This is an optimization exercise on Yosys and OpenROAD, whose aim is small area, not a production implementation. Function was checked by simulation only, so behaviour that the tests miss may differ from the original.

run 4:
==> module vig_permcore, before the edit <==
module vig_permcore (
    input  wire       clk,
    input  wire       rst,         
    input  wire       in_valid,
    input  wire [1:0] in_op,       
    input  wire [7:0] in_data,
    input  wire [7:0] in_key,
    output wire       in_ready,
    output reg        out_valid,
    output wire [7:0] out_data,
    input  wire       out_ready,
    output reg        pvalid
);
    localparam OP_SEED      = 2'd0;
    localparam OP_SEED_LAST = 2'd1;
    localparam OP_ENC       = 2'd2;
    localparam OP_DEC       = 2'd3;
    function automatic [31:0] add;
        input [31:0] a;
        input [31:0] b;
        input        cin;
        integer n;
        reg c;
        begin
            c = cin;
            for (n = 0; n < 32; n = n + 1) begin
                add[n] = a[n] ^ b[n] ^ c;
                c = (a[n] & b[n]) | (a[n] & c) | (b[n] & c);
            end
        end
    endfunction
    reg        busy;        
    reg        start;       
    reg        fin;         
    reg        bld;         
    reg        bwd;         
    reg        hashing;     
    reg [15:0] s0;          
    reg [15:0] sf;          
    reg [7:0]  k;           
    reg [1:0]  ph;          
    reg [7:0]  r;           
    reg [7:0]  p;           
    reg [7:0]  key;         
    wire [15:0] s = (bwd ^ start) ? s0 : sf;
    assign in_ready = !busy && (!out_valid || out_ready);
    wire in_fire  = in_valid && in_ready && !rst;
    wire out_fire = out_valid && out_ready;
    assign out_data = p;
    wire [15:0] h      = hashing ? s0 : 16'd5381;
    wire [31:0] h33    = add({11'd0, h, 5'd0}, {16'd0, h}, 1'b0);
    wire [31:0] h_sum  = add(h33, {24'd0, in_data}, 1'b0);
    wire [15:0] h_next = h_sum[15:0];
    wire        fw  = !bwd;
    wire [31:0] a1  = add({14'd0, s, fw ? 2'b11 : 2'b01}, {16'd0, s} ^ {32{bwd}}, 1'b1);
    wire [31:0] a2  = add({9'd0, a1[18:0], fw ? 4'b1110 : 4'b0011}, {13'd0, a1[18:0]} ^ {32{fw}}, fw);
    wire [31:0] gw  = add({6'd0, a2[21:0], 4'b1110}, {10'd0, a2[21:0]}, 1'b0);
    wire [15:0] mc  = bwd ? {gw[8:0], 6'b111111, gw[25]} : a2[15:0];
    wire [15:0] mb  = bwd ? gw[24:9] : {9'd0, a2[22:16]};
    wire [31:0] md  = add({16'd0, mc}, ~{16'd0, mb}, 1'b1);
    wire [31:0] mr  = add({16'd0, md[15:0]}, 32'd0, md[16]);               
    wire [15:0] sn  = mr[15:0];
    wire [7:0]  byt  = (bwd && ph[1]) ? key : s[7:0];
    wire [3:0]  nib  = ph[0] ? byt[3:0] : byt[7:4];
    wire        big  = (k[7:4] != 4'd0) || (k[3:0] == 4'hf);    
    wire [7:0]  r_in = {r[7:4], r[3:0] | ({4{ph == 2'd1 && big}} & byt[7:4])};
    reg  [7:0]  q;
    reg  [31:0] t;
    integer b;
    always @* begin
        q = r_in;
        for (b = 3; b >= 0; b = b - 1) begin
            t = add({23'd0, q, nib[b]}, {23'd0, 1'b1, ~k}, 1'b0);    
            q = t[9] ? t[7:0] : {q[6:0], nib[b]};
        end
    end
    wire [7:0] j    = q;
    wire       hit  = (p == k) || (p == j);
    wire [7:0] p_tr = hit ? (p ^ k ^ j) : p;
    wire [31:0] pk  = add({24'd0, p}, {24'd0, key ^ {8{!bwd}}}, !bwd);   
    wire last_ph = (ph == 2'd3);
    wire k_end   = bwd ? (k == 8'd255) : (k == 8'd1);
    wire [7:0] k_nx = bwd ? k + 8'd1 : k - 8'd1;
    always @(posedge clk) begin
        if (rst) begin
            busy      <= 1'b0;
            start     <= 1'b0;
            fin       <= 1'b0;
            hashing   <= 1'b0;
            pvalid    <= 1'b0;
            out_valid <= 1'b0;
        end else begin
            if (out_fire) out_valid <= 1'b0;
            if (in_fire) begin
                if (in_op == OP_SEED) begin
                    s0      <= h_next;
                    hashing <= 1'b1;
                end else begin
                    busy  <= 1'b1;
                    start <= 1'b1;
                    bld   <= (in_op == OP_SEED_LAST);
                    bwd   <= (in_op == OP_ENC);
                    k     <= (in_op == OP_ENC) ? 8'd1 : 8'd255;
                    ph    <= (in_op == OP_ENC) ? 2'd0 : 2'd1;
                    r     <= 8'd0;
                    p     <= in_data;
                    key   <= in_key;
                    if (in_op == OP_SEED_LAST) begin
                        s0      <= h_next;
                        hashing <= 1'b0;
                    end
                end
            end
            if (start) begin
                start <= 1'b0;
                if (bwd) begin
                    s0  <= sn;
                    key <= s[7:0];
                    p   <= pk[7:0];
                end else
                    sf  <= sn;
            end else if (fin) begin
                fin  <= 1'b0;
                busy <= 1'b0;
                if (bld) begin
                    pvalid <= 1'b1;
                end else begin
                    out_valid <= 1'b1;
                    if (!bwd) p <= pk[7:0];
                end
            end else if (busy) begin
                r  <= last_ph ? 8'd0 : q;
                ph <= ph + 2'd1;
                if (ph[0] && !(last_ph && k_end)) begin
                    if (bwd) s0 <= sn;
                    else     sf <= sn;
                end
                if (bwd && last_ph) key <= s[7:0];
                if (last_ph) begin
                    p <= p_tr;
                    if (k_end)
                        fin <= 1'b1;
                    else begin
                        k  <= k_nx;
                        ph <= (k_nx[7:4] != 4'd0 || k_nx[3:0] == 4'hf) ? 2'd1 : 2'd0;
                    end
                end
            end
        end
    end
endmodule
clock: 55.0 ns
lec_check: 0
abc_area: 1
cap_margin: 20
core_margin: 2
core_utilization: 50
place_density: 0.65
slew_margin: 20
standard.sh (not shown) runs the stock make flow with config.mk's settings and CLKGATE_MAP_FILE= SYNTH_SCRIPT=/design/flow/synth_recipe.tcl, a recipe that flattens the netlist after the stock synthesis.
==> flow/flow/run.sh <==
#!/bin/bash
# Own layout flow.
# 1. the standard synthesis, unchanged.
# 2. Full adders flipped where that saves inversions (a full adder with every input
#    and output inverted computes the same), then the combinational logic, except the
#    adder cells, re-mapped by Yosys and ABC for area; every register keeps its
#    instance name, cell and connections.
# 3. the standard layout of that netlist, with the smallest buffer on the ports
#    and a clock tree of small buffers without dummy loads.
# Each tool writes its full output to a log file here.
set -euo pipefail
res=orfs/results/sky130hd/vig_permcore/base
lib=$FLOW_HOME/platforms/sky130hd/lib/sky130_fd_sc_hd__tt_025C_1v80.lib

bash standard.sh synth > synth.log 2>&1

python3 flow/mklib.py "$lib" comb.lib > mklib.log 2>&1
cp "$res/1_2_yosys.v" standard_1_2_yosys.v
python3 flow/faflip.py standard_1_2_yosys.v flipped.v > faflip.log 2>&1
cat > reopt.ys <<EOY
read_liberty -lib $lib
read_liberty -overwrite comb.lib
read_verilog flipped.v
hierarchy -top $FLOW_TOP
flatten
opt -purge
abc -liberty comb.lib -script flow/abc_area.script
setundef -zero
hilomap -singleton -hicell sky130_fd_sc_hd__conb_1 HI -locell sky130_fd_sc_hd__conb_1 LO
splitnets
opt_clean -purge
rename -hide w:*.*
opt_clean -purge
stat -liberty $lib
write_verilog -noattr -nohex -nodec reopt.v
EOY
yosys -l reopt.log -s reopt.ys > /dev/null 2>&1
cp reopt.v "$res/1_2_yosys.v"
touch "$res/1_2_yosys.v"

bash standard.sh finish \
  BUFFER_PORTS_ARGS="-buffer_cell sky130_fd_sc_hd__buf_1" \
  CTS_ARGS="-sink_clustering_enable -repair_clock_nets -dont_use_dummy_load -buf_list {sky130_fd_sc_hd__clkbuf_4 sky130_fd_sc_hd__clkbuf_8}" \
  > layout.log 2>&1
Other scripts of this flow, unchanged in this note and not shown: flow/flow/abc_area.script, flow/flow/faflip.py, flow/flow/mklib.py
Inputs modified between run 4 and run 1:
diff --git a/flow/design.v b/flow/design.v
--- a/flow/design.v
+++ b/flow/design.v
@@ -34,8 +34,9 @@
     reg        fin;         
     reg        bld;         
     reg        bwd;         
     reg        hashing;     
+    reg [15:0] h;           
     reg [15:0] s0;          
     reg [15:0] sf;          
     reg [7:0]  k;           
     reg [1:0]  ph;          
@@ -46,10 +47,10 @@
     assign in_ready = !busy && (!out_valid || out_ready);
     wire in_fire  = in_valid && in_ready && !rst;
     wire out_fire = out_valid && out_ready;
     assign out_data = p;
-    wire [15:0] h      = hashing ? s0 : 16'd5381;
-    wire [31:0] h33    = add({11'd0, h, 5'd0}, {16'd0, h}, 1'b0);
+    wire [15:0] hh     = hashing ? h : 16'd5381;
+    wire [31:0] h33    = add({11'd0, hh, 5'd0}, {16'd0, hh}, 1'b0);
     wire [31:0] h_sum  = add(h33, {24'd0, in_data}, 1'b0);
     wire [15:0] h_next = h_sum[15:0];
     wire        fw  = !bwd;
     wire [31:0] a1  = add({14'd0, s, fw ? 2'b11 : 2'b01}, {16'd0, s} ^ {32{bwd}}, 1'b1);
@@ -92,9 +93,9 @@
         end else begin
             if (out_fire) out_valid <= 1'b0;
             if (in_fire) begin
                 if (in_op == OP_SEED) begin
-                    s0      <= h_next;
+                    h       <= h_next;
                     hashing <= 1'b1;
                 end else begin
                     busy  <= 1'b1;
                     start <= 1'b1;
- Run 1 finished every step from synthesis to the final layout, and the layout passed the timing, DRC and antenna checks.
- Number of rows created at floorplan: run 1 vs run 4 up 2
- Changes observed in run 1 relative to run 4: setup slack went up 12 ps, multi-input combinational gate total fell 24, hold slack now larger, growth of design area from synthesis to finish saw little to no change.

* * *

Setup of cedar:
vig_permcore, a different RTL version from the one above (not shown whole).
For scale: roughly 750 cells after synthesis, roughly 33 I/O pins, ~7800 um^2 of cells after synthesis.
==> module vig_permcore, before the edit <==
module vig_permcore (
    input  wire       clk,
    input  wire       rst,         
    input  wire       in_valid,
    input  wire [1:0] in_op,       
    input  wire [7:0] in_data,
    input  wire [7:0] in_key,
    output wire       in_ready,
    output reg        out_valid,
    output wire [7:0] out_data,
    input  wire       out_ready,
    output reg        pvalid
);
    localparam OP_SEED      = 2'd0;
    localparam OP_SEED_LAST = 2'd1;
    localparam OP_ENC       = 2'd2;
    localparam OP_DEC       = 2'd3;
    function automatic [31:0] add;
        input [31:0] a;
        input [31:0] b;
        input        cin;
        integer n;
        reg c;
        begin
            c = cin;
            for (n = 0; n < 32; n = n + 1) begin
                add[n] = a[n] ^ b[n] ^ c;
                c = (a[n] & b[n]) | (a[n] & c) | (b[n] & c);
            end
        end
    endfunction
    reg        busy;        
    reg        start;       
    reg        fin;         
    reg        bld;         
    reg        bwd;         
    reg        hashing;     
    reg [15:0] s0;          
    reg [15:0] sf;          
    reg [7:0]  k;           
    reg [1:0]  ph;          
    reg [7:0]  r;           
    reg [7:0]  p;           
    reg [7:0]  key;         
    wire [15:0] s = (bwd ^ start) ? s0 : sf;
    assign in_ready = !busy && (!out_valid || out_ready);
    wire in_fire  = in_valid && in_ready && !rst;
    wire out_fire = out_valid && out_ready;
    assign out_data = p;
    wire [15:0] h      = hashing ? s0 : 16'd5381;
    wire [31:0] h33    = add({11'd0, h, 5'd0}, {16'd0, h}, 1'b0);
    wire [31:0] h_sum  = add(h33, {24'd0, in_data}, 1'b0);
    wire [15:0] h_next = h_sum[15:0];
    wire        fw  = !bwd;
    wire [31:0] a1  = add({14'd0, s, fw ? 2'b11 : 2'b01}, {16'd0, s} ^ {32{bwd}}, 1'b1);
    wire [31:0] a2  = add({9'd0, a1[18:0], fw ? 4'b1110 : 4'b0011}, {13'd0, a1[18:0]} ^ {32{fw}}, fw);
    wire [31:0] gw  = add({6'd0, a2[21:0], 4'b1110}, {10'd0, a2[21:0]}, 1'b0);
    wire [15:0] mc  = bwd ? {gw[8:0], 6'b111111, gw[25]} : a2[15:0];
    wire [15:0] mb  = bwd ? gw[24:9] : {9'd0, a2[22:16]};
    wire [31:0] md  = add({16'd0, mc}, ~{16'd0, mb}, 1'b1);
    wire [31:0] mr  = add({16'd0, md[15:0]}, 32'd0, md[16]);               
    wire [15:0] sn  = mr[15:0];
    wire [7:0]  byt  = (bwd && ph[1]) ? key : s[7:0];
    wire [3:0]  nib  = ph[0] ? byt[3:0] : byt[7:4];
    wire        big  = (k[7:4] != 4'd0) || (k[3:0] == 4'hf);    
    wire [7:0]  r_in = (ph == 2'd0) ? 8'd0 : (ph == 2'd1 && big) ? {4'd0, byt[7:4]} : r;
    reg  [7:0]  q;
    reg  [31:0] t;
    integer b;
    always @* begin
        q = r_in;
        for (b = 3; b >= 0; b = b - 1) begin
            t = add({23'd0, q, nib[b]}, {23'd0, 1'b1, ~k}, 1'b0);    
            q = t[9] ? t[7:0] : {q[6:0], nib[b]};
        end
    end
    wire [7:0] j    = q;
    wire       hit  = (p == k) || (p == j);
    wire [7:0] p_tr = hit ? (p ^ k ^ j) : p;
    wire [31:0] pk  = add({24'd0, p}, {24'd0, key ^ {8{!bwd}}}, !bwd);   
    wire last_ph = (ph == 2'd3);
    wire k_end   = bwd ? (k == 8'd255) : (k == 8'd1);
    wire [7:0] k_nx = bwd ? k + 8'd1 : k - 8'd1;
    always @(posedge clk)
        r <= q;
    always @(posedge clk) begin
        if (rst) begin
            busy      <= 1'b0;
            start     <= 1'b0;
            fin       <= 1'b0;
            hashing   <= 1'b0;
            pvalid    <= 1'b0;
            out_valid <= 1'b0;
        end else begin
            if (out_fire) out_valid <= 1'b0;
            if (in_fire) begin
                if (in_op == OP_SEED) begin
                    s0      <= h_next;
                    hashing <= 1'b1;
                end else begin
                    busy  <= 1'b1;
                    start <= 1'b1;
                    bld   <= (in_op == OP_SEED_LAST);
                    bwd   <= (in_op == OP_ENC);
                    k     <= (in_op == OP_ENC) ? 8'd1 : 8'd255;
                    ph    <= (in_op == OP_ENC) ? 2'd0 : 2'd1;
                    p     <= in_data;
                    key   <= in_key;
                    if (in_op == OP_SEED_LAST) begin
                        s0      <= h_next;
                        hashing <= 1'b0;
                    end
                end
            end
            if (start) begin
                start <= 1'b0;
                if (bwd) begin
                    s0  <= sn;
                    key <= s[7:0];
                    p   <= pk[7:0];
                end else
                    sf  <= sn;
            end else if (fin) begin
                fin  <= 1'b0;
                busy <= 1'b0;
                if (bld) begin
                    pvalid <= 1'b1;
                end else begin
                    out_valid <= 1'b1;
                    if (!bwd) p <= pk[7:0];
                end
            end else if (busy) begin
                ph <= ph + 2'd1;
                if (ph[0] && !(last_ph && k_end)) begin
                    if (bwd) s0 <= sn;
                    else     sf <= sn;
                end
                if (bwd && last_ph) key <= s[7:0];
                if (last_ph) begin
                    p <= p_tr;
                    if (k_end)
                        fin <= 1'b1;
                    else begin
                        k  <= k_nx;
                        ph <= (k_nx[7:4] != 4'd0 || k_nx[3:0] == 4'hf) ? 2'd1 : 2'd0;
                    end
                end
            end
        end
    end
endmodule
==> flow/config.mk <==
export PLATFORM = sky130hd
export DESIGN_NAME = vig_permcore
export DESIGN_NICKNAME = vig_permcore
export VERILOG_FILES = /design/flow/design.v
export SDC_FILE = /design/flow/constraint.sdc
export NUM_CORES = 8
export LEC_CHECK = 0
export ABC_AREA = 1
export CAP_MARGIN = 20
export CORE_MARGIN = 2
export CORE_UTILIZATION = 50
export PLACE_DENSITY = 0.65
export SLEW_MARGIN = 20
==> flow/constraint.sdc <==
create_clock -name core_clock -period 55.0 [get_ports {clk}]
set_input_delay 11.0000 -clock core_clock [delete_from_list [all_inputs] [get_ports {clk}]]
set_output_delay 11.0000 -clock core_clock [all_outputs]
set_load 0.01 [all_outputs]
==> flow/flow/run.sh <==
#!/bin/bash
# Own layout flow.
# 1. the standard synthesis, unchanged.
# 2. Full adders flipped where that saves inversions (a full adder with every input
#    and output inverted computes the same), then the combinational logic, except the
#    full adder cells, re-mapped by Yosys and ABC for area; every register keeps its
#    instance name, cell and connections.
# 3. the standard layout of that netlist, with the smallest buffer on the ports
#    and a clock tree of small buffers without dummy loads.
# Each tool writes its full output to a log file here.
set -euo pipefail
res=orfs/results/sky130hd/vig_permcore/base
lib=$FLOW_HOME/platforms/sky130hd/lib/sky130_fd_sc_hd__tt_025C_1v80.lib

bash standard.sh synth > synth.log 2>&1

python3 flow/mklib.py "$lib" comb.lib > mklib.log 2>&1
cp "$res/1_2_yosys.v" standard_1_2_yosys.v
python3 flow/faflip.py standard_1_2_yosys.v flipped.v > faflip.log 2>&1
# ABC's deep synthesis is randomized: four seeds, the smallest result kept
for seed in 1 2 3 4; do
  sed "s/&deepsyn -T 60/\&deepsyn -T 60 -S $seed/" flow/abc_area.script > abc_$seed.script
  cat > reopt_$seed.ys <<EOY
read_liberty -lib $lib
read_liberty -overwrite comb.lib
read_verilog flipped.v
hierarchy -top $FLOW_TOP
flatten
opt -purge
abc -liberty comb.lib -script abc_$seed.script
setundef -zero
hilomap -singleton -hicell sky130_fd_sc_hd__conb_1 HI -locell sky130_fd_sc_hd__conb_1 LO
splitnets
opt_clean -purge
rename -hide w:*.*
opt_clean -purge
stat -liberty $lib
write_verilog -noattr -nohex -nodec reopt_$seed.v
EOY
  yosys -l reopt_$seed.log -s reopt_$seed.ys > /dev/null 2>&1 &
done
wait
best=$(for seed in 1 2 3 4; do
  area=$(grep 'Chip area' reopt_$seed.log 2>/dev/null | tail -1 | awk '{print $NF}' || true)
  if [ -n "$area" ] && [ -s reopt_$seed.v ]; then echo "$area $seed"; fi
done | sort -g | head -1 | awk '{print $2}')
echo "kept seed $best" > reopt_choice.log
cp reopt_$best.v reopt.v
cp reopt.v "$res/1_2_yosys.v"
touch "$res/1_2_yosys.v"

bash standard.sh finish \
  BUFFER_PORTS_ARGS="-buffer_cell sky130_fd_sc_hd__buf_1" \
  CTS_ARGS="-sink_clustering_enable -repair_clock_nets -dont_use_dummy_load -buf_list {sky130_fd_sc_hd__clkbuf_4 sky130_fd_sc_hd__clkbuf_8}" \
  > layout.log 2>&1
Other scripts of this flow, unchanged in this note and not shown: flow/flow/abc_area.script, flow/flow/faflip.py, flow/flow/mklib.py
cedar finished end to end and its layout was clean on timing, DRC and antenna.
For onyx, these inputs were changed with respect to cedar:
--- a/flow/design.v
+++ b/flow/design.v
@@ -50,5 +50,6 @@
     wire [15:0] h      = hashing ? s0 : 16'd5381;
     wire [31:0] h33    = add({11'd0, h, 5'd0}, {16'd0, h}, 1'b0);
-    wire [31:0] h_sum  = add(h33, {24'd0, in_data}, 1'b0);
+    wire [31:0] h_sum  = add(busy ? {24'd0, p} : h33,
+                             {24'd0, busy ? key ^ {8{!bwd}} : in_data}, busy && !bwd);
     wire [15:0] h_next = h_sum[15:0];
     wire        fw  = !bwd;
@@ -78,5 +79,5 @@
     wire       hit  = (p == k) || (p == j);
     wire [7:0] p_tr = hit ? (p ^ k ^ j) : p;
-    wire [31:0] pk  = add({24'd0, p}, {24'd0, key ^ {8{!bwd}}}, !bwd);   
+    wire [31:0] pk  = h_sum;    
     wire last_ph = (ph == 2'd3);
     wire k_end   = bwd ? (k == 8'd255) : (k == 8'd1);
Results
onyx against cedar: fraction of area in registers saw an increase; inverter count of the layout excluding clock inverters saw an increase; number of cells in the finished layout apart from fillers saw a decrease; via count saw an increase; final hold slack saw a decrease. From cedar to onyx the numbers moved as follows: largest incremental delay on the critical path +0.04 ns; utilization after layout shows no meaningful change. onyx gives less multi-input logic area than cedar did. Between onyx and cedar, routed wire length is lower for cedar, onyx comes in above that.

static timing again, ports no longer ideal:
The flow's constraints put no driver on any port. The routed layouts listed below were extracted and timed again, unchanged, in two steps.
Step 1 assumes that a clkbuf_16 drives the clock port and a buf_2 every other input.
Step 2 times the ports against the registers' clock, not the clock port: input delays grow and output delays shrink by t, the midpoint of the rising clock arrivals with the driver on.
Slacks: ideal / step 1 / step 2; pairs: ideal / step 1.
run | t (ns) | setup slack, ns | hold slack, ns | worst register clock-pin slew, ns | pins driven straight from the clock port
run 4 | 0.395 | 32.560 / 32.537 / 32.537 | 0.477 / 0.477 / 0.477 | 0.09 / 0.09 | 1
run 1 | 0.401 | 32.572 / 32.550 / 32.550 | 0.483 / 0.483 / 0.483 | 0.10 / 0.10 | 1
cedar | 0.390 | 32.610 / 32.588 / 32.588 | 0.515 / 0.515 / 0.515 | 0.09 / 0.09 | 1
onyx | 0.387 | 32.502 / 32.474 / 32.474 | 0.475 / 0.475 / 0.475 | 0.09 / 0.09 | 1
After both steps setup and hold are still met in every run listed. For onyx, which loses most, drivers alone change the setup slack by -0.028 ns; drivers and shift together by -0.028 ns.
